This design comes from an exercise in tuning for small area, a short achievable clock period and few clock cycles per item on the open sky130 flow, not from production work.
Where RTL was checked, it was by simulation tests only, not by an equivalence proof against the original.
The RTL of runs 1 and 2 was laid out without a check of its function.
Power figures rest on the tool's default switching activity, not on a simulated workload.

$ cat flow/design.v
module fpc_sink (
    input  wire        clk,
    input  wire        rst,
    input  wire        in_valid,
    output wire        in_ready,
    input  wire [31:0] in_data,       
    input  wire [2:0]  in_nbytes,     
    input  wire        in_sop,        
    input  wire        in_eop,        
    input  wire        in_fd,         
    input  wire        in_keep,       
    output reg         out_valid,
    input  wire        out_ready,
    output wire [10:0] out_apid,
    output wire [2:0]  out_ver,
    output wire        out_type,
    output wire        out_shf,
    output wire [1:0]  out_sf,
    output wire [13:0] out_cnt,
    output wire [16:0] out_len,
    output wire [31:0] out_rx,
    output wire        out_short,
    output wire        out_long,
    output wire        out_no_trailer,
    output reg         out_crc_fail,
    output reg         out_saved,
    output wire [15:0] out_crc_rx,
    output wire [15:0] out_crc_calc,
    output wire        out_fd,
    output wire        out_group_end,
    output reg  [31:0] cnt_saved,
    output reg  [31:0] cnt_crcfail
);
    function [15:0] crc_rem48(input [47:0] v);
        reg [47:0] r;
        integer k;
        begin
            r = v;
            for (k = 47; k >= 16; k = k - 1)
                if (r[k])
                    r[k-16 +: 17] = r[k-16 +: 17] ^ 17'h11021;
            crc_rem48 = r[15:0];
        end
    endfunction
    function [31:0] inc32(input [31:0] x);
        integer i;
        begin
            for (i = 0; i < 32; i = i + 1)
                inc32[i] = x[i] ^ (&(x | ~((32'd1 << i) - 32'd1)));
        end
    endfunction
    function [31:0] dec32(input [31:0] x);
        integer i;
        begin
            for (i = 0; i < 32; i = i + 1)
                dec32[i] = x[i] ^ ~(|(x & ((32'd1 << i) - 32'd1)));
        end
    endfunction
    function [7:0] lane(input [31:0] d, input [1:0] i);
        case (i)
            2'd0: lane = d[31:24];
            2'd1: lane = d[23:16];
            2'd2: lane = d[15:8];
            default: lane = d[7:0];
        endcase
    endfunction
    function [2:0] min3(input [2:0] x, input [2:0] y);
        min3 = (x < y) ? x : y;
    endfunction
    reg        rdy;           
    assign in_ready = rdy;
    wire acc = in_valid & rdy;
    wire acc_nr = acc & !rst;      
    reg [2:0]  hc;            
    reg [31:0] hdr;           
    reg [16:0] len;           
    function [12:0] itab(input [2:0] h0, input [2:0] nb);
        integer hh, nn, nd, aa, mm, k;
        reg [12:0] t;
        begin
            itab = 13'd0;
            for (hh = 0; hh < 7; hh = hh + 1)
                for (nn = 0; nn < 5; nn = nn + 1)
                    if (h0 == hh && nb == nn) begin
                        nd = 6 - hh;
                        aa = (nn < nd) ? nn : nd;
                        mm = nn - aa;
                        t[12:10] = hh + aa;
                        t[9:8]   = aa;
                        t[7:5]   = mm;
                        for (k = 0; k < 4; k = k + 1)
                            t[1 + k] = (mm > k);
                        t[0]     = (hh < 6) && (hh + nn >= 6);
                        itab = t;
                    end
        end
    endfunction
    wire [12:0] i_tab  = in_sop ? itab(3'd0, in_nbytes) : itab(hc, in_nbytes);
    wire [2:0]  i_hc1  = i_tab[12:10];
    wire [1:0]  i_a    = i_tab[9:8];
    wire [2:0]  i_m    = i_tab[7:5];
    wire [3:0]  i_mt   = i_tab[4:1];
    wire        i_hdone = i_tab[0];
    function hb_w(input [2:0] n, input [2:0] h);
        hb_w = (h <= n) && ({1'b0, n} <= {1'b0, h} + 4'd3);
    endfunction
    reg [31:0] b_data;
    reg [1:0]  b_a;           
    reg [3:0]  b_mt;          
    reg [2:0]  b_m;           
    reg        b_hdone;       
    reg        b_sop, b_eop;
    reg [15:0] rem;           
    reg [5:0]  rem_gt;        
    reg        shrt;          
    reg        lng;           
    reg        nt;            
    reg [31:0] rx;
    reg [7:0]  trl_hi, trl_lo;
    reg        r_fd, r_keep;
    assign out_ver        = hdr[31:29];
    assign out_type       = hdr[28];
    assign out_shf        = hdr[27];
    assign out_apid       = hdr[26:16];
    assign out_sf         = hdr[15:14];
    assign out_cnt        = hdr[13:0];
    assign out_group_end  = hdr[15];
    assign out_len        = len;
    assign out_rx         = rx;
    assign out_short      = shrt;
    assign out_long       = lng;
    assign out_no_trailer = nt;
    assign out_crc_rx     = {trl_hi, trl_lo};
    assign out_fd         = r_fd;
    wire [5:0]  len_gt;                                    
    wire [5:0]  q_gt;
    genvar gj;
    generate
        for (gj = 0; gj < 6; gj = gj + 1) begin : g_q
            assign len_gt[gj] = (len[15:3] != 13'd0) || (len[2:0] >= gj);
            assign q_gt[gj]   = b_hdone ? len_gt[gj] : rem_gt[gj];
        end
    endgenerate
    wire        nt0   = b_hdone ? (len[15:0] == 16'd0) : nt;
    wire [31:0] l_inc16 = inc32({16'd0, len[15:0]});
    wire [3:0]  pt    = {4{shrt}} & b_mt & q_gt[5:2];
    wire [3:0]  kt    = {4{shrt && !nt0}} & b_mt & q_gt[3:0];
    wire        to_full = shrt && b_mt[0] && !(|(q_gt[4:0] & ~{1'b0, b_mt}));   
    wire        to_long = b_mt[0] && (!shrt || (|(b_mt & ~q_gt[3:0])));          
    wire [15:0] r_base = b_hdone ? len[15:0] : rem;
    wire        r_brw  = (r_base[3:0] < {1'b0, b_m});
    wire [3:0]  r_lo   = r_base[3:0] - {1'b0, b_m};
    wire [31:0] r_dec  = dec32({20'd0, r_base[15:4]});
    wire [15:0] rem_x  = {r_brw ? r_dec[11:0] : r_base[15:4], r_lo};
    function gtab(input [3:0] x, input [2:0] m, input integer j);
        integer xx, mm;
        begin
            gtab = 1'b0;
            for (xx = 0; xx < 16; xx = xx + 1)
                for (mm = 0; mm < 5; mm = mm + 1)
                    if (x == xx && m == mm)
                        gtab = (xx > j + mm);
        end
    endfunction
    wire        r_hi   = (rem[15:4] != 12'd0);
    wire        l_hi   = (len[15:4] != 12'd0);
    wire [5:0]  rem_gt_n;
    generate
        for (gj = 0; gj < 6; gj = gj + 1) begin : g_r
            assign rem_gt_n[gj] = b_hdone ? (l_hi || gtab(len[3:0], b_m, gj - 1))
                                          : (r_hi || gtab(rem[3:0], b_m, gj - 1));
        end
    endgenerate
    wire [3:0]  x_lo  = {1'b0, rx[2:0]} + {1'b0, b_m};
    wire [28:0] x_up  = inc32({3'd0, rx[31:3]});
    wire        x_sat = x_lo[3] && (rx[31:3] == 29'h1FFF_FFFF);
    wire [31:0] rx_n  = b_sop ? 32'd0 : x_sat ? 32'hFFFF_FFFF :
                        {x_lo[3] ? x_up : rx[31:3], x_lo[2:0]};
    wire [31:0] d_al  = b_data << {b_a, 3'b000};
    wire [31:0] d_msk = {{8{pt[0]}}, {8{pt[1]}}, {8{pt[2]}}, {8{pt[3]}}};
    reg [31:0] c_data;
    reg [4:0]  c_p;           
    reg        c_sop, c_eop;
    reg [15:0] crc;
    assign out_crc_calc = crc;
    wire [47:0] cx = {crc ^ c_data[31:16], c_data[15:0], 16'd0};
    wire [47:0] cv = ({48{c_p[0]}} & (cx >> 32)) |
                     ({48{c_p[1]}} & (cx >> 24)) |
                     ({48{c_p[2]}} & (cx >> 16)) |
                     ({48{c_p[3]}} & (cx >> 8))  |
                     ({48{c_p[4]}} & cx);
    wire [15:0] crc_nx = crc_rem48(cv);
    reg        d_v;
    wire       v_fill  = (hdr[26:16] == 11'h7FF);
    wire       v_ok    = !nt && ({trl_hi, trl_lo} == crc);
    wire       v_fail  = !shrt && !v_ok;
    wire       v_saved = !shrt && (v_ok || r_keep);
    wire [31:0] cs_inc = inc32(cnt_saved);
    wire [31:0] cf_inc = inc32(cnt_crcfail);
    always @(posedge clk) begin
        b_data  <= in_data;
        b_a     <= i_a;
        b_mt    <= acc_nr ? i_mt : 4'd0;
        b_m     <= acc_nr ? i_m : 3'd0;
        b_hdone <= acc_nr && i_hdone;
        b_sop   <= acc_nr && in_sop;
        b_eop   <= acc_nr && in_eop;
        if (acc) begin
            hc <= i_hc1;
            if (in_eop) begin
                r_fd   <= in_fd;
                r_keep <= in_keep;
            end
            if (in_sop || hb_w(3'd0, hc))
                hdr[31:24] <= in_data[31:24];
            if (in_sop || hb_w(3'd1, hc))
                hdr[23:16] <= in_sop ? in_data[23:16] : lane(in_data, 2'd1 - hc[1:0]);
            if (in_sop || hb_w(3'd2, hc))
                hdr[15:8]  <= in_sop ? in_data[15:8]  : lane(in_data, 2'd2 - hc[1:0]);
            if (in_sop || hb_w(3'd3, hc))
                hdr[7:0]   <= in_sop ? in_data[7:0]   : lane(in_data, 2'd3 - hc[1:0]);
            if (!in_sop && hb_w(3'd4, hc))
                len[15:8]  <= lane(in_data, 2'd0 - hc[1:0]);
            if (!in_sop && hb_w(3'd5, hc)) begin
                len[7:0]   <= lane(in_data, 2'd1 - hc[1:0]);
                len[16]    <= 1'b0;
            end
        end
        begin
            if (b_hdone) begin
                len <= l_inc16;
                nt  <= nt0;
            end
            rem  <= rem_x;
            rem_gt <= rem_gt_n;
            shrt <= b_sop || (shrt && !to_full);
            lng  <= !b_sop && (lng || to_long);
            rx   <= rx_n;
            if (b_sop) begin
                trl_hi <= 8'd0;
                trl_lo <= 8'd0;
            end else begin
                if (kt[0]) begin
                    trl_lo <= kt[3] ? d_al[7:0] : kt[2] ? d_al[15:8] :
                              kt[1] ? d_al[23:16] : d_al[31:24];
                    trl_hi <= kt[3] ? d_al[15:8] : kt[2] ? d_al[23:16] :
                              kt[1] ? d_al[31:24] : trl_lo;
                end
            end
        end
        c_data <= d_al & d_msk;
        c_p    <= {pt[3], pt[2] & ~pt[3], pt[1] & ~pt[2], pt[0] & ~pt[1], ~pt[0]};
        c_sop  <= b_sop;
        c_eop  <= b_eop;
        if (c_sop)
            crc <= 16'hFFFF;
        else
            crc <= crc_nx;
        if (d_v && !v_fill) begin
            out_crc_fail <= v_fail;
            out_saved    <= v_saved;
        end
        if (rst) begin
            rdy         <= 1'b1;
            c_sop       <= 1'b0;
            c_eop       <= 1'b0;
            d_v         <= 1'b0;
            out_valid   <= 1'b0;
            cnt_saved   <= 32'd0;
            cnt_crcfail <= 32'd0;
        end else begin
            d_v <= c_eop;
            if (acc && in_eop)
                rdy <= 1'b0;
            if (out_valid && out_ready) begin
                out_valid <= 1'b0;
                rdy       <= 1'b1;
            end
            if (d_v) begin
                if (v_fill) begin
                    rdy <= 1'b1;
                end else begin
                    out_valid <= 1'b1;
                    if (v_fail && cnt_crcfail != 32'hFFFF_FFFF)
                        cnt_crcfail <= cf_inc;
                    if (v_saved && cnt_saved != 32'hFFFF_FFFF)
                        cnt_saved <= cs_inc;
                end
            end
        end
    end
endmodule
$ cat flow/flow/run.sh
#!/bin/bash
# Standard layout, with the port buffers made from a plain buffer cell
# (buffer_ports otherwise picks the delay cell clkdlybuf4s50_1).
set -euo pipefail
export BUFFER_PORTS_ARGS="-buffer_cell sky130_fd_sc_hd__buf_2"
bash standard.sh > standard_flow.log 2>&1
$ cat flow/standard.sh
#!/bin/bash
# synth_recipe.tcl (not shown) runs the flow's synth.tcl, then flattens the netlist and writes it again
# the make line also repeats each setting of config.mk as NAME=value (left out here)
make -C /OpenROAD-flow-scripts/flow DESIGN_CONFIG=/design/flow/config.mk WORK_HOME=/design/flow/orfs CLKGATE_MAP_FILE= SYNTH_SCRIPT=/design/flow/synth_recipe.tcl "${@:-finish}"
$ cat flow/config.mk
export PLATFORM = sky130hd
export DESIGN_NAME = fpc_sink
export DESIGN_NICKNAME = fpc_sink
export VERILOG_FILES = /design/flow/design.v
export SDC_FILE = /design/flow/constraint.sdc
export NUM_CORES = 4
export LEC_CHECK = 0
export ABC_AREA = 1
export CAP_MARGIN = 20
export CORE_MARGIN = 2
export CORE_UTILIZATION = 40
export SETUP_SLACK_MARGIN = 5.0
export SLEW_MARGIN = 20
$ cat flow/constraint.sdc
create_clock -name core_clock -period 8.0 [get_ports {clk}]
set_input_delay 1.6000 -clock core_clock [delete_from_list [all_inputs] [get_ports {clk}]]
set_output_delay 1.6000 -clock core_clock [all_outputs]
set_load 0.01 [all_outputs]
==> summary.txt, run 1 <==
- Outcome: finished clean
- Final ANT Viol Nets: 0
- DRT Pass-1 Iters: 8
- Deepest clock path buffer count: 3
- PwrDens: about 220 nW/um^2
- Die H: between 200 and 250 um
- CP cell instances: buf_2
- Total number of vias: around 19000
- RSZ-0062 raised after global routing: true
- Sequential share of power: 38.6%
- Cell count after synthesis: between 2000 and 3000
- Post-Syn Area per Cell: 6.84 sq um
- First-pass GRT wire length: 97.7 mm
- Total GRT Usage: approximately a quarter
- Layout area overhead: 16.0%
- Core region area: 46300 sq um
- Period utilization: 36.9%
- CTS root buffer: clkbuf_16
- CTS clk-pin slew, worst paths: 70 ps
- Mapped Area: roughly 19000 sq um
- Top delay family on crit path: flip-flops
- EDFF count, synth: 57
- Post-synthesis net count: 2813
- CTS tree: built
- Critical Path Start Type: register
- Clk latency of the worst-skew pair: 570 ps
- Setup CP Type: reg -> out
- Row count: 79
- Antenna violations before repair: 0
- Internal power: 3050 uW
- Post-layout nets: 3007
- GRT overflow: 0
- Share of cells above drive strength 1: 16.6%
- Synth Register Bits: ~300
- Worst EP required: 6400 ps
- Peak VDD IR: 0.000176 V
- Initial Utilization: 40.3%
- Slew headroom: around 37%
- Final setup viols: 0
- Net Sw Frac: 35.0%
- CP Capture Type: output pin
- Max-Cap Viols: 0
- Post-synth cell types: between 60 and 70
- Final WL: about 64 mm
- Fillers: 4671
- Worst slew pin tran: 948 ps
- Tot Pwr: 4700 uW
- Commonest non-fill, non-tap cell in the layout: nand2_1
- Post-synth top flop: dfxtp_1
- Htree depth: 2
- Largest net degree at the start of global routing: 58
- 1st-iter DRT viols: 1891
- Switching power: 1650 uW
- Detailed placement HPWL: between 40 and 50 mm
- Crit-path slowest cell: edfxtp_1
- CP max stage delay: 580 ps
- Leakage dissipation: just under 0.01 uW
- Sink Count: 294
- Clock skew: 27.2 ps
- Die ar.: 48400 sq um
- CP bufs+invs: 1
- Drt drc: 0
- PortBufs: 228
- Comb power frac: 25.9%
- Chip width: 220 um
- Vias in the first global route: 17400
- Min Tclk post-route: about 3000 ps
- Ys async rst share: 0%
- Crit Path Max Fanout: 9
- Register area share after synthesis: between 30% and 40%
- Utilization after layout: 46.8%
- Clock power frac: 35.5%
- Fin Setup TNS: 0 ps
- Most frequent cells in the layout: 659 x nand2_1, 283 x inv_1, 234 x dfxtp_1, 228 x nand3_1, 228 x buf_2
- Worst min path class: reg -> reg
- Slew Limit Fails: 0
- TritonCTS buffer count: 35
- Final hold violations: 0
- Vias per cell: 5.44
- WL per Instance: around 18 um
- GP Congestion: 0.914
- IO Pins: about 230
- Max Clock Freq: 0.339 GHz
- Critical path arrival: 1350 ps
- Synth Warn #: 1
## timing repair
item	4_1_cts	5_1_grt
endpoints found under the setup margin	178	92
buffers inserted	3	8
gates cloned	0	2
gates resized for setup	18	25
hold buffers	0	0
pin swaps	1	3
## power groups by stage
stage	clock (uW)	combinational, uW	sequential [uW]
2_1_floorplan	0	796	1810
3_3_place_gp	0	1170	1840
3_5_place_dp	0	1180	1840
4_1_cts	1710	1200	1810
5_1_grt	1770	1360	1830
6_report	1670	1220	1810
## layout make-up
| type | count | area (sq um) | share of cell area [%] |
|---|---|---|---|
| multi-input combinational | 2022 | 10700 | 49.4 |
| sequential | 294 | 6460 | 29.8 |
| timing repair buffer | 253 | 1340 | 6.17 |
| inverter | 315 | 1210 | 5.60 |
| clock buffer | 48 | 1010 | 4.67 |
| tap | 607 | 759 | 3.51 |
| clock inverter | 15 | 178 | 0.821 |
| antenna | 1 | 2.50 | 0.0116 |
## stage by stage
step	area [sq um]	std cells	setup WS [ps]	hold WS, ps
finish	21600	3555	5050	405
global route	21600	3554	4980	435
CTS	21500	3544	4970	405
detailed placement	20200	3478	3910	396
global placement	20200	3478	4010	392
floorplan	18700	2727	5030	388
## worst reg2reg max path, stage by stage, from the launching register on
cell and delay [ps]:
edfxtp_1 550, inv_1 280, ha_2 410, clkinv_2 250, nor2_1 190, inv_1 140, o211ai_1 180, a21oi_1 90
o21ai_0 200, nand3_1 110, nand3_1 110, o21ai_0 80, o21ai_0 100
## worst paths after layout
check	slack [ps]	startpoint	depth (start not counted)	endpoint
setup reg to reg	5160	hc[0]	12	hc[1]
setup / recovery	5050	len[11]	1	out_len[11]
hold reg to reg	410	c_eop	2	d_v
hold / removal	410	c_eop	2	d_v
## cell usage after synthesis, types with 10 or more instances
cell	count	share of area (%)
inv_2	21	0.42
inv_1	285	5.7
nand2_1	661	13
o21ai_0	192	5.1
nand2_2	57	1.9
xor2_1	40	1.9
nor4_1	17	0.57
nand4_1	32	1.1
a221oi_1	12	0.56
buf_2	25	0.67
nor2_1	234	4.7
o22ai_1	15	0.50
edfxtp_1	57	9.2
o21ai_1	17	0.46
nand3_2	15	0.80
nor2_2	10	0.34
mux2i_1	10	0.54
nor3_1	39	1.0
clkbuf_1	54	1.1
dfxtp_1	237	25
o211ai_1	25	1.0
or2_2	16	0.54
xnor2_1	37	1.7
o221ai_1	18	0.84
nand3_1	229	6.1
a31oi_1	14	0.47
a21oi_1	199	5.3
ha_1	41	2.7
## registers in the layout, indices dropped and copies added, names as in the netlist, 2 cells and up
register / count
rem_gt: 6
crc: 16
trl_lo: 8
c_data: 32
len: 17
c_p: 5
cnt_crcfail: 32
b_m: 2
rem: 16
trl_hi: 8
b_a: 2
hdr: 32
cnt_saved: 32
rx: 32
hc: 3
b_data: 32
b_mt: 4
## kinds of logic (layout without fill, tap and decap cells)
logic type | after synthesis | after routing | share of synthesized area [%]
compound gates | 539 | 539 | 16.4
buf+inv | 413 | 631 | 8.96
xor+xnor | 77 | 77 | 3.61
other cells | 0 | 1 | 0
mux | 10 | 10 | 0.536
flops | 294 | 294 | 34.6
fa+ha+maj | 43 | 43 | 2.96
simple gates | 1351 | 1353 | 32.9
## routing by layer
layer / GRT usage [%] / vias to the layer above / wire length [um]
met4: 9.06 / 0 / 2120
met5: 0 / - / 0
met2: 40.6 / 750 / 28900
met3: 4.10 / 121 / 4390
met1: 35.2 / 8995 / 28700
li1: - / 9481 / -
==> run 2: changes to the inputs <==
--- a/flow/config.mk
+++ b/flow/config.mk
@@ -5,9 +5,9 @@
 export SDC_FILE = /design/flow/constraint.sdc
 export NUM_CORES = 4
 export LEC_CHECK = 0
-export ABC_AREA = 1
+export ABC_CLOCK_PERIOD_IN_PS = 3300
 export CAP_MARGIN = 20
 export CORE_MARGIN = 2
 export CORE_UTILIZATION = 40
-export SETUP_SLACK_MARGIN = 5.0
+export SETUP_SLACK_MARGIN = 4.9
 export SLEW_MARGIN = 20
==> run 2 against run 1 <==
Compared with the run above: still clean; sequential share of layout area increased by 3.3 points; routed wire length decreased by 20%; clock power decreased by 3%; via count decreased by 24%; die area decreased by 13%; register-to-register slack got worse by 140 ps; final area decreased by 9.6%; sequential power about the same; worst setup slack got worse by 88 ps; first-iteration DRC count decreased by 22%; final cell count decreased by 27%; critical path type unchanged; critical endpoint is now out_len[3]; largest cell class unchanged.
==> summary.txt, run 2 <==
- Final setup viols: 0 (unchanged)
- Drt drc: 0 (unchanged)
- Final hold violations: 0 (unchanged)
- Die H: 206 um (-6.5%)
- Total GRT Usage: 23.6% (-2.1 points)
- Deepest clock path buffer count: 3 (unchanged)
- Post-layout nets: 2131 (-29%)
- DRT Pass-1 Iters: 11 (+3)
- Max-Cap Viols: 0 (unchanged)
- Worst EP required: 6400 ps (about the same)
- Detailed placement HPWL: 36.9 mm (-23%)
- PortBufs: 228 (unchanged)
- Net Sw Frac: 32.4% (-2.7 points)
- Comb power frac: 24.9% (-1.0 points)
- Synth Warn #: 1 (unchanged)
- Clock skew: 19.9 ps (-7.28 ps)
- Slew Limit Fails: 0 (unchanged)
- Vias per cell: 5.66 (+4.0%)
- Clk latency of the worst-skew pair: 540 ps (-30 ps)
- Row count: 73 (-7.6%)
- CP bufs+invs: 1 (unchanged)
- Switching power: 1490 uW (-9.2%)
- Post-Syn Area per Cell: 8.76 sq um (+28%)
- Vias in the first global route: 13600 (-22%)
- CP Capture Type: output pin
- Final WL: 51.6 mm (-20%)
- Commonest non-fill, non-tap cell in the layout: buf_2
- Final ANT Viol Nets: 0 (unchanged)
- CTS root buffer: clkbuf_16
- Worst R2R Start: len[13]
- Most frequent cells in the layout: 227 x buf_2, 224 x dfxtp_1, 209 x nand2_1, 192 x nor2_1, 119 x a21oi_1
- Core region area: 39900 sq um (-14%)
- Internal power: 3120 uW (+2.3%)
- Layout area overhead: 20.2%
- Post-synth cell types: 78 (+16%)
- Cell count after synthesis: 1857 (-32%)
- Post-synthesis net count: 1943 (-31%)
- DP Area: 17800 sq um (-12%)
- Period utilization: 38.0% (+1.1 points)
- Largest net degree at the start of global routing: 72 (+24%)
- Most frequent cell after synthesis: dfxtp_1
- GRT overflow: 0 (unchanged)
- Outcome: finished clean
- Top post-synthesis cells by area: dfxtp_1 29%, edfxtp_1 11%, xor2_1 5.3%, xnor2_1 5.3%, nand2_1 4.8%
- Htree depth: 2 (unchanged)
- PwrDens: 236 nW/um^2 (+8.7%)
- CTS tree: built
- Pre-CTS setup slack: 3840 ps (-71.5 ps)
- Register area share after synthesis: 39.7% (+5.1 points)
- Crit path launch: len[3]
- Initial Utilization: 40.8% (+0.43 points)
- Peak VDD IR: 0.000171 V (-2.9%)
- CP cell instances: buf_2
- Worst slew pin tran: 1100 ps (+149 ps)
- 1st-iter DRT viols: 1469 (-22%)
- Antenna violations before repair: 1 (+1)
- Slew headroom: 26.9% (-9.8 points)
- Finished Cell Area: 19600 sq um (-9.6%)
- Fillers: 3831 (-18%)
- Share of cells above drive strength 1: 20.1% (+3.5 points)
- Crit Path Max Fanout: 13 (+4)
- WL per Instance: 19.8 um (+10%)
- Leakage dissipation: 0.00792 uW (-18%)
- CP max stage delay: 670 ps (+90 ps)
- TritonCTS buffer count: 35 (unchanged)
- Critical path arrival: 1440 ps (+90 ps)
- Chip width: 206 um (-6.5%)
- Die ar.: 42300 sq um (-13%)
- Min Tclk post-route: 3040 ps (+87.7 ps)
- GP Congestion: 0.924 (+1.1%)
- Setup WS post-layout: 4960 ps (-87.7 ps)
- Clock power frac: 35.2% (-0.3 points)
- Hold_sp: c_eop
- Multi-input gate area: 9580 sq um (-10%)
- Sequential share of power: 39.9% (+1.3 points)
- Setup CP Type: reg -> out
- Post-synth top flop: dfxtp_1
- First-pass GRT wire length: 78.0 mm (-20%)
- CTS clk-pin slew, worst paths: 60 ps (about the same)
- Max Clock Freq: 0.329 GHz (-2.9%)
- EDFF count, synth: 57 (unchanged)
- Crit-path slowest cell: edfxtp_1
- Commonest cells in the netlist: 237 x dfxtp_1, 210 x nand2_1, 193 x nor2_1
- Share of the synthesized area in the top cell type: 29.2% (+3.7 points)
- Total number of vias: 14700 (-24%)
- Sink Count: 294 (unchanged)
- Top delay family on crit path: flip-flops
- Critical Path Start Type: register
- Synth Register Bits: 294 (unchanged)
- Worst min path class: reg -> reg
- FF+latch area: 6480 sq um (+0.27%)
- RSZ-0062 raised after global routing: true
- Synth area leader: dfxtp_1
- Hold slack: 439 ps (+33.8 ps)
- Ys async rst share: 0% (unchanged)
- Mapped Area: 16300 sq um (-13%)
- Fin Setup TNS: 0 ps (unchanged)
- IO Pins: 229 (unchanged)
run 2: cell types whose count changed after synthesis, sizes merged, moves of 70 or more:
cell   change
a21oi     -80
xnor2     +70
nand3    -204
nand2    -516
o21ai     -97
inv      -268
run 2: through the flow:
| stage | cells | power [uW] | util [%] |
|---|---|---|---|
| global route | 2597 | 4840 | 49.0 |
| global placement | 2505 | 2890 | 44.5 |
| CTS | 2581 | 4580 | 48.2 |
| detailed placement | 2506 | 2910 | 44.5 |
| floorplan | 1857 | 2590 | - |
| finish | 2598 | 4620 | 49.0 |
run 2: final timing paths:
check / end / slack (ps) / cells after the start
max: out_len[3] / 4960 / 1
min: d_v / 440 / 1
min reg2reg: d_v / 440 / 1
max reg2reg: trl_lo[5] / 5020 / 10
run 2: timing repair:
action	4_1_cts	5_1_grt
cloned	0	1
resized for setup	34	41
pin swaps	10	9
hold buffers	0	0
setup buffers	11	15
setup endpoints to repair	88	71
run 2: area by class of cell:
type,count,share of cell area [%]
well taps,525,3.36
clock buffers,48,5.25
repair buffers,270,7.65
diodes,1,0.0128
clock inverters,16,0.819
flip-flops and latches,294,33.1
inverters,42,0.832
multi-input cells,1402,49.0
run 2: cell families after synthesis:
family / after synthesis / share of synthesized area [%]
compound gates: 441 / 18.0
xor+xnor: 216 / 13.0
fa+ha+maj: 43 / 3.40
buf+inv: 162 / 3.83
flops: 294 / 39.7
mux: 70 / 4.38
simple gates: 631 / 17.7
run 2: worst register-to-register path, stage by stage (launching register included):
cell      delay [ps]
edfxtp_1         500
nor4_1           380
nand4_1          290
or3_1            530
o21ai_4          230
buf_6            190
mux2i_1          220
nand2_1           80
a21oi_1          170
a21oi_1           60
a211oi_1         240
run 2: layer usage:
| metal | vias up | track usage [%] | part of all wire, % |
|---|---|---|---|
| met5 | - | 0 | 0 |
| met3 | 111 | 4.77 | 8.9 |
| li1 | 7016 | - | - |
| met1 | 6940 | 31.7 | 42 |
| met2 | 643 | 37.2 | 46 |
| met4 | 0 | 8.84 | 3.4 |
run 2: power groups by stage:
| stage | combinational, uW | sequential (uW) | clock [uW] |
|---|---|---|---|
| 2_1_floorplan | 781 | 1800 | 0 |
| 3_3_place_gp | 1050 | 1840 | 0 |
| 3_5_place_dp | 1070 | 1850 | 0 |
| 4_1_cts | 1090 | 1830 | 1660 |
| 5_1_grt | 1260 | 1860 | 1710 |
| 6_report | 1150 | 1840 | 1620 |
==> run 3: changes to the inputs <==
--- a/flow/design.v
+++ b/flow/design.v
@@ -111,7 +111,7 @@
     reg        b_hdone;       
     reg        b_sop, b_eop;
     reg [15:0] rem;           
-    reg [5:0]  rem_gt;        
+    wire [5:0] rem_gt;        
     reg        shrt;          
     reg        lng;           
     reg        nt;            
@@ -138,6 +138,7 @@
     generate
         for (gj = 0; gj < 6; gj = gj + 1) begin : g_q
             assign len_gt[gj] = (len[15:3] != 13'd0) || (len[2:0] >= gj);
+            assign rem_gt[gj] = (rem[15:3] != 13'd0) || (rem[2:0] >= gj);
             assign q_gt[gj]   = b_hdone ? len_gt[gj] : rem_gt[gj];
         end
     endgenerate
@@ -162,15 +163,6 @@
                         gtab = (xx > j + mm);
         end
     endfunction
-    wire        r_hi   = (rem[15:4] != 12'd0);
-    wire        l_hi   = (len[15:4] != 12'd0);
-    wire [5:0]  rem_gt_n;
-    generate
-        for (gj = 0; gj < 6; gj = gj + 1) begin : g_r
-            assign rem_gt_n[gj] = b_hdone ? (l_hi || gtab(len[3:0], b_m, gj - 1))
-                                          : (r_hi || gtab(rem[3:0], b_m, gj - 1));
-        end
-    endgenerate
     wire [3:0]  x_lo  = {1'b0, rx[2:0]} + {1'b0, b_m};
     wire [28:0] x_up  = inc32({3'd0, rx[31:3]});
     wire        x_sat = x_lo[3] && (rx[31:3] == 29'h1FFF_FFFF);
@@ -232,7 +224,6 @@
                 nt  <= nt0;
             end
             rem  <= rem_x;
-            rem_gt <= rem_gt_n;
             shrt <= b_sop || (shrt && !to_full);
             lng  <= !b_sop && (lng || to_long);
             rx   <= rx_n;
--- a/flow/config.mk
+++ b/flow/config.mk
@@ -9,5 +9,5 @@
 export CAP_MARGIN = 20
 export CORE_MARGIN = 2
 export CORE_UTILIZATION = 40
-export SETUP_SLACK_MARGIN = 4.9
+export SETUP_SLACK_MARGIN = 5.0
 export SLEW_MARGIN = 20
==> run 3 against run 2 <==
Compared with the run above: still clean; utilization grew 1.9 points; clock power about the same; sequential power hardly changed; worst hold slack worse by 1.9 ps.
==> summary.txt, run 3 <==
- TritonCTS buffer count: 34 (-2.9%)
- Final hold violations: 0 (unchanged)
- Htree depth: 2 (unchanged)
- Sink Count: 288 (-2.0%)
- R2R depth: 11 (+1)
- CP max stage delay: 470 ps (-200 ps)
- Critical path arrival: 3310 ps (+1870 ps)
- Final setup viols: 0 (unchanged)
- Layout area overhead: 25.4%
- RR Endpoint: crc[0]
- Max-Cap Viols: 0 (unchanged)
- Total GRT Usage: 23.4% (-0.18 points)
- Die ar.: 39700 sq um (-6.2%)
- Post-synth cell types: 69 (-12%)
- Initial Utilization: 40.5% (-0.22 points)
- Setup CP Type: reg -> reg
- Peak VDD IR: 0.000147 V (-14%)
- Largest family of logic cells by synthesized area: compound AO/OA/AOI/OAI gates
- Core region area: 37600 sq um (-5.9%)
- Worst slew pin tran: 1070 ps (-23.4 ps)
- Critical Path Start Type: register
- First-pass GRT wire length: 72.5 mm (-7.0%)
- CP Capture Type: register
- Max Clock Freq: 0.345 GHz (+4.8%)
- Post-layout nets: 1992 (-6.5%)
- Fin Setup TNS: 0 ps (unchanged)
- Commonest non-fill, non-tap cell in the layout: buf_2
- Share of cells above drive strength 1: 24.7% (+4.6 points)
- Vias in the first global route: 12700 (-7.0%)
- Mapped Area: 15200 sq um (-6.4%)
- Hold Path Sink: c_eop
- EDFF count, synth: 57 (unchanged)
- Synth area leader: dfxtp_1
- PwrDens: 238 nW/um^2 (+0.77%)
- Share of the synthesized area in the top cell type: 30.3% (+1.2 points)
- Die H: 199 um (-3.2%)
- CP cell instances: buf_4 -> nand2b_1 -> nor2_1 -> a31oi_1 -> o21ai_2 -> xnor2_1 -> xnor3_2 -> xnor3_2 -> xnor3_2 -> xnor2_2 -> nand2b_1
- Row count: 71 (-2.7%)
- Top post-synthesis cells by area: dfxtp_1 30%, edfxtp_1 11%, xor2_1 5.8%, xnor2_1 4.4%, nor2_1 4.4%
- Crit path launch: c_p[2]
- PortBufs: 228 (unchanged)
- CTS root buffer: clkbuf_16
- Post-Syn Area per Cell: 9.01 sq um (+2.8%)
- Final ANT Viol Nets: 0 (unchanged)
- Antenna violations before repair: 3 (+2)
- Crit-path slowest cell: xnor3_2
- Register area share after synthesis: 41.6% (+1.9 points)
- Clock skew: 25.6 ps (+5.62 ps)
- Hold slack: 437 ps (-1.91 ps)
- Pre-CTS setup slack: 4210 ps (+366 ps)
- WL per Instance: 19.7 um (-0.80%)
- Most frequent cell after synthesis: dfxtp_1
- Period utilization: 36.3% (-1.7 points)
- Ys async rst share: 0% (unchanged)
- Detailed placement HPWL: 34.0 mm (-8.1%)
- Synth Register Bits: 288 (-2.0%)
- Simple-gate share of the synthesized area: 17.1% (-0.57 points)
- Setup WS post-layout: 5100 ps (+138 ps)
- Final WL: 48.1 mm (-6.7%)
- GRT overflow: 0 (unchanged)
- IO Pins: 229 (unchanged)
- Outcome: finished clean
- CTS clk-pin slew, worst paths: 60 ps (about the same)
- Drt drc: 0 (unchanged)
- Leakage dissipation: 0.00784 uW (-1.1%)
- Clk latency of the worst-skew pair: 540 ps (about the same)
- Worst R2R Start: c_p[2]
- Chip width: 199 um (-3.2%)
- Worst EP required: 8410 ps (+2010 ps)
- Synth Area in Adders: 3.55% (+0.15 points)
- Slew Limit Fails: 0 (unchanged)
- DRT Pass-1 Iters: 9 (-2)
- GP Congestion: 0.935 (+1.2%)
- Most frequent cells in the layout: 228 x buf_2, 206 x dfxtp_1, 176 x nor2_1, 174 x nand2_1, 105 x a21oi_1
- 1st-iter DRT viols: 1585 (+7.9%)
- Worst min path class: reg -> reg
- Deepest clock path buffer count: 3 (unchanged)
- FF-to-FF setup slack: 5100 ps (+80 ps)
- Post-Synth XOR/XNOR Area: 13.0% (+0.038 points)
- Hold path depth: 1 (unchanged)
- Total number of vias: 13700 (-6.6%)
- Vias per cell: 5.62 (-0.71%)
- Compound-Gate Fraction of Synth Area: 17.2% (-0.87 points)
- Crit Path Max Fanout: 36 (+23)
- Synth Warn #: 1 (unchanged)
- RSZ-0062 raised after global routing: true
- Largest net degree at the start of global routing: 73 (+1.4%)
- Cts hold-fix bufs: 0 (unchanged)
- Post-synthesis mux area share: 3.90% (-0.48 points)
- Post-synthesis net count: 1777 (-8.5%)
- Hold_sp: b_eop
- Cell count after synthesis: 1692 (-8.9%)
- Slew headroom: 28.4% (+1.6 points)
- CTS tree: built
- Post-synth top flop: dfxtp_1
- CP most frequent cell: xnor3_2
- Commonest cells in the netlist: 231 x dfxtp_1, 179 x nor2_1, 175 x nand2_1
- Min Tclk post-route: 2900 ps (-138 ps)
-- run 3: final cells by class --
type,count,area [sq um]
timing repair buffer,282,1650
multi-input combinational,1260,9130
antenna,1,2.50
clock inverter,11,165
clock buffer,49,988
inverter,41,156
tap,511,639
sequential,288,6380
fill,3554,18500
-- run 3: worst max-delay path by stage --
stage	to	slack, ps	depth (start not counted)
after global routing	rx[3]	4920	13
after floorplan	crc[7]	5010	10
after CTS	rx[11]	5000	10
after detailed placement	trl_lo[6]	4210	11
after global placement	trl_lo[1]	4340	11
final	crc[0]	5100	11
-- run 3: what timing repair did --
action                     CTS  global route
buffers inserted            19            24
resized for setup           96            58
setup endpoints to repair  150           138
cloned                       0             4
hold endpoints to repair     0             0
pin swaps                   22            19
-- run 3: kinds of logic after synthesis --
| kind of cell | after synthesis |
|---|---|
| and+or+nand+nor | 564 |
| muxes | 58 |
| adders and majority gates | 42 |
| DFF | 288 |
| AOI/OAI and AO/OA | 395 |
| xor gates and xnor gates | 199 |
| buffers and inverters | 146 |
-- run 3: power by group --
part	leakage, uW	total (uW)	internal, uW	switching (uW)
registers	0.00243	1810	1630	181
clock network	0.000567	1610	989	622
logic	0.00484	1130	503	623
total	0.00784	4550	3120	1430
-- run 3: worst max-delay path: cells and delay by family (launching register included) --
| kind | cells | cell delay [ps] |
|---|---|---|
| buffers and inverters | 1 | 370 |
| XOR/XNOR | 5 | 1510 |
| flip-flops | 1 | 310 |
| AO/OA/AOI/OAI | 2 | 150 |
| AND/OR/NAND/NOR | 3 | 430 |
-- run 3: stage by stage --
stage	std cells	area, sq um	power (uW)	utilization (%)
2_1_floorplan	1692	15300	2440	-
3_3_place_gp	2335	16800	2740	44.6
3_5_place_dp	2335	16800	2750	44.6
4_1_cts	2414	18600	4500	49.4
5_1_grt	2443	19100	4760	50.9
6_report	2443	19100	4550	50.9
-- run 3: routing by layer --
metal | part of all wire (%) | up-vias | track usage [%] | wire, um
met5 | 0.048 | - | 0 | 23
met2 | 47 | 569 | 37.6 | 22400
met1 | 42 | 6546 | 30.8 | 20000
met4 | 3.6 | 4 | 9.45 | 1720
li1 | - | 6510 | - | -
met3 | 8.2 | 105 | 4.61 | 3920
Testbench counts of run 3, summed over its fixed seeds: cycles 102,698, bytes 368,401.

afterwards: timing with drivers on the ports:
No port has a modelled driver above. Below, the same layouts with a new extraction and two added sets of constraints.
Step 1 sets driving cells, clkbuf_16 on the clock port and buf_2 on the other inputs (assumed; they add their load-dependent delay and slew).
Step 2 moves the port delays by t, midway between the first and last clock arrival at a register: inputs arrive t later, outputs are due t later. That takes back most of the time a late clock gives input paths.
a / b / c = ideal ports / drivers / drivers and shift; a / b = the first two.
| run | t, ns | setup WS [ns] | worst slew at a driven data input, ns |
|---|---|---|---|
| run 1 | 0.615 | 5.048 / 4.988 / 4.493 | 0.04 |
| run 2 | 0.590 | 4.960 / 4.906 / 4.460 | 0.07 |
| run 3 | 0.580 | 5.098 / 5.055 / 4.624 | 0.06 |
After both steps setup and hold are still met in every run listed. The setup slack of run 1, which loses most, moves by -0.060 ns with the drivers and by -0.555 ns with both steps.
